What follows belongs to an exercise in optimizing a design on an open flow for a short achievable clock period and few clock cycles per item; a production flow would make more cautious choices. Only simulation tests tie the RTL to the original design; equivalence was not proved.

== the baseline ==
Design ansc, start of the top module:
module ansc (
    input  wire        clk,
    input  wire        rst,           
    input  wire        cmd_valid,
    input  wire [63:0] cmd_word,
    output wire        cmd_ready,
    input  wire [11:0] reg_addr,
    output reg  [31:0] reg_rdata,
    output wire        fb_en,
    output wire        fb_we,
    output wire [15:0] fb_addr,
    output wire [7:0]  fb_wdata,
    input  wire [7:0]  fb_rdata
);
export LEC_CHECK = 0
export ABC_CLOCK_PERIOD_IN_PS = 2000
export CAP_MARGIN = 20
export CORE_MARGIN = 2
export CORE_UTILIZATION = 40
export SETUP_SLACK_MARGIN = 3.5
export SLEW_MARGIN = 20
create_clock -name core_clock -period 8.0 [get_ports {clk}]
run.sh (not shown) runs the stock make flow with config.mk's settings and CLKGATE_MAP_FILE= SYNTH_SCRIPT=/design/flow/synth_recipe.tcl, a recipe that flattens the netlist after the stock synthesis.
Testbench counts of the baseline, summed over its fixed seeds: cycles 44,229, cmds 4,000.
Edits applied to the flow inputs when going from the baseline to the candidate:
--- a/flow/design.v
+++ b/flow/design.v
@@ -247,22 +247,20 @@
                  (op5 && ser_range))                 exec_code = C_RANGE;
         else if (op6 && !len_ge2)                    exec_code = C_MALFORMED;
         else if ((op4 && len_gt32) || (op6 && len_gt34))
                                                      exec_code = C_CAPACITY;
         else                                         exec_code = C_OK;
     end
     wire [3:0] ck_t1  = eac4(sum1, rotl(sum0));
     wire [7:0] ck_cmd = ck_byte(sum0, ck_t1, cmd_word[7:0]);
     wire [7:0] ck_mem = ck_byte(sum0, ck_t1, fb_rdata);
-    wire ser_we_a = op5 && z_55_32;                                   
-    wire ser_en_b = !op5 || (z_15_8 && z_7_0 && slot_lo && ser_fit[ws]);  
-    assign fb_en    = acc_en | (accept && ser_en_b);
-    assign fb_we    = busy ? acc_wr : ser_we_a;
+    assign fb_en    = acc_en | accept;
+    assign fb_we    = (acc_en && acc_wr) | (accept && ok_segser);
     assign fb_addr  = busy ? acc_addr : w_addr;
     assign fb_wdata = busy ? wdata_q : {s_syn[ws], s_seq[ws]};
     wire        rd_cmd   = (ok_ckbuf || ok_segnew || ok_segdes) && len_nz;
     wire        acc_busy = (ok_ckbuf && len_nz) || (ok_segnew && len_ge2) || ok_segdes ||
                            ok_segser;
     wire [5:0]  ser_plen = s_plen[ws];
     wire [15:0] k_inc   = inc16(k);
     wire        k_end   = end_late ? (k == end_n) : (k_inc == end_n);
     wire        acc_end = (k_inc == end_n);
@@ -411,37 +409,40 @@
                             s_txs_v[i] <= 1'b1;
                         end
                         if (ok_marktxc)
                             s_txc[i] <= 1'b1;
                     end
                 end
             end
         end
     end
-    wire [1:0] r_slot = reg_addr[4:3];
+    wire       rg_slot = (reg_addr[11:5] == 7'b0001000);    
+    wire       rg_glob = (reg_addr[11:3] == 9'd0);          
+    reg  [31:0] rd_or;
+    integer rs, rf;
     always @(*) begin
-        reg_rdata = 32'd0;
-        if (reg_addr[11:5] == 7'b0001000) begin        
-            case (reg_addr[2:0])
-                3'd0: reg_rdata = {s_valid[r_slot], 15'd0, s_syn[r_slot], s_seq[r_slot],
-                                   s_ack[r_slot], s_ackn[r_slot]};
-                3'd1: reg_rdata = {26'd0, s_plen[r_slot]};
-                3'd2: reg_rdata = {28'd0, s_txs_v[r_slot], s_txf_v[r_slot],
-                                   s_rxf_v[r_slot], s_txc[r_slot]};
-                3'd3: reg_rdata = s_rxf[r_slot];
-                3'd4: reg_rdata = s_txf[r_slot];
-                3'd5: reg_rdata = s_txs[r_slot];
-                default: reg_rdata = 32'd0;
-            endcase
-        end else begin
-            case (reg_addr)
-                12'h000: reg_rdata = {23'd0, status_err, status_code};
-                12'h001: reg_rdata = {24'd0, sum1, sum0};
-                12'h002: reg_rdata = {15'd0, reslen};
-                12'h003: reg_rdata = NSLOT;
-                12'h004: reg_rdata = MAX_PAYLOAD;
-                12'h005: reg_rdata = 32'h0001_0000;
-                default: reg_rdata = 32'd0;
-            endcase
+        rd_or = 32'd0;
+        for (rs = 0; rs < NSLOT; rs = rs + 1) begin
+            for (rf = 0; rf < 6; rf = rf + 1) begin
+                if (rg_slot && reg_addr[4:3] == rs && reg_addr[2:0] == rf) begin
+                    case (rf)
+                        0: rd_or = rd_or | {s_valid[rs], 15'd0, s_syn[rs], s_seq[rs],
+                                            s_ack[rs], s_ackn[rs]};
+                        1: rd_or = rd_or | {26'd0, s_plen[rs]};
+                        2: rd_or = rd_or | {28'd0, s_txs_v[rs], s_txf_v[rs],
+                                            s_rxf_v[rs], s_txc[rs]};
+                        3: rd_or = rd_or | s_rxf[rs];
+                        4: rd_or = rd_or | s_txf[rs];
+                        default: rd_or = rd_or | s_txs[rs];
+                    endcase
+                end
+            end
         end
+        if (rg_glob && reg_addr[2:0] == 3'd0) rd_or = rd_or | {23'd0, status_err, status_code};
+        if (rg_glob && reg_addr[2:0] == 3'd1) rd_or = rd_or | {24'd0, sum1, sum0};
+        if (rg_glob && reg_addr[2:0] == 3'd2) rd_or = rd_or | {15'd0, reslen};
+        if (rg_glob && reg_addr[2:0] == 3'd3) rd_or = rd_or | NSLOT;
+        if (rg_glob && reg_addr[2:0] == 3'd4) rd_or = rd_or | MAX_PAYLOAD;
+        if (rg_glob && reg_addr[2:0] == 3'd5) rd_or = rd_or | 32'h0001_0000;
+        reg_rdata = rd_or;
     end
 endmodule
Findings:
- Main combinational cell family by area after synthesis: compound AO/OA/AOI/OAI gates -> the candidate, multiplexers -> the baseline
- The candidate against the baseline: number of different library cells in the post-synthesis netlist rose by 3, area of the die fell by 2.7%.
- Portion of the clock cycle consumed by the worst path in the final layout for the candidate is higher than for the baseline.
- Count of clock-buffer cells in the layout delta for the candidate relative to the baseline: about 3% higher
- Area after synthesis ended up 2.8% lower on the candidate than on the baseline.
Testbench counts of the candidate, summed over its fixed seeds: cycles 44,229, cmds 4,000.

## port drivers added, routing unchanged
Ports are ideal in the flow. The routed layouts listed here were re-timed in OpenROAD.
Step 1 (the two cells are an assumption about what drives the block):
set clk [get_ports {clk}]
set_driving_cell -lib_cell sky130_fd_sc_hd__clkbuf_16 $clk
set_driving_cell -lib_cell sky130_fd_sc_hd__buf_2 [delete_from_list [all_inputs] $clk]
Step 2 moves the port delays by t, midway between the first and last clock arrival at a register: inputs arrive t later, outputs are due t later. That takes back most of the time a late clock gives input paths.
Slacks: no drivers / after step 1 / after step 2; pairs: no drivers / after step 1.
run	shift t [ns]	setup slack, ns	hold WS [ns]	worst setup path at the end	worst slew at a driven data input, ns
the baseline	0.883	2.866 / 2.615 / 2.615	0.451 / 0.451 / 0.451	input to output	0.32
the candidate	0.900	2.530 / 2.499 / 2.430	0.456 / 0.456 / 0.456	input to register	0.18
After both steps setup and hold are still met in every run listed. The setup slack of the baseline, which loses most, moves by -0.251 ns with the drivers and by -0.251 ns with both steps.
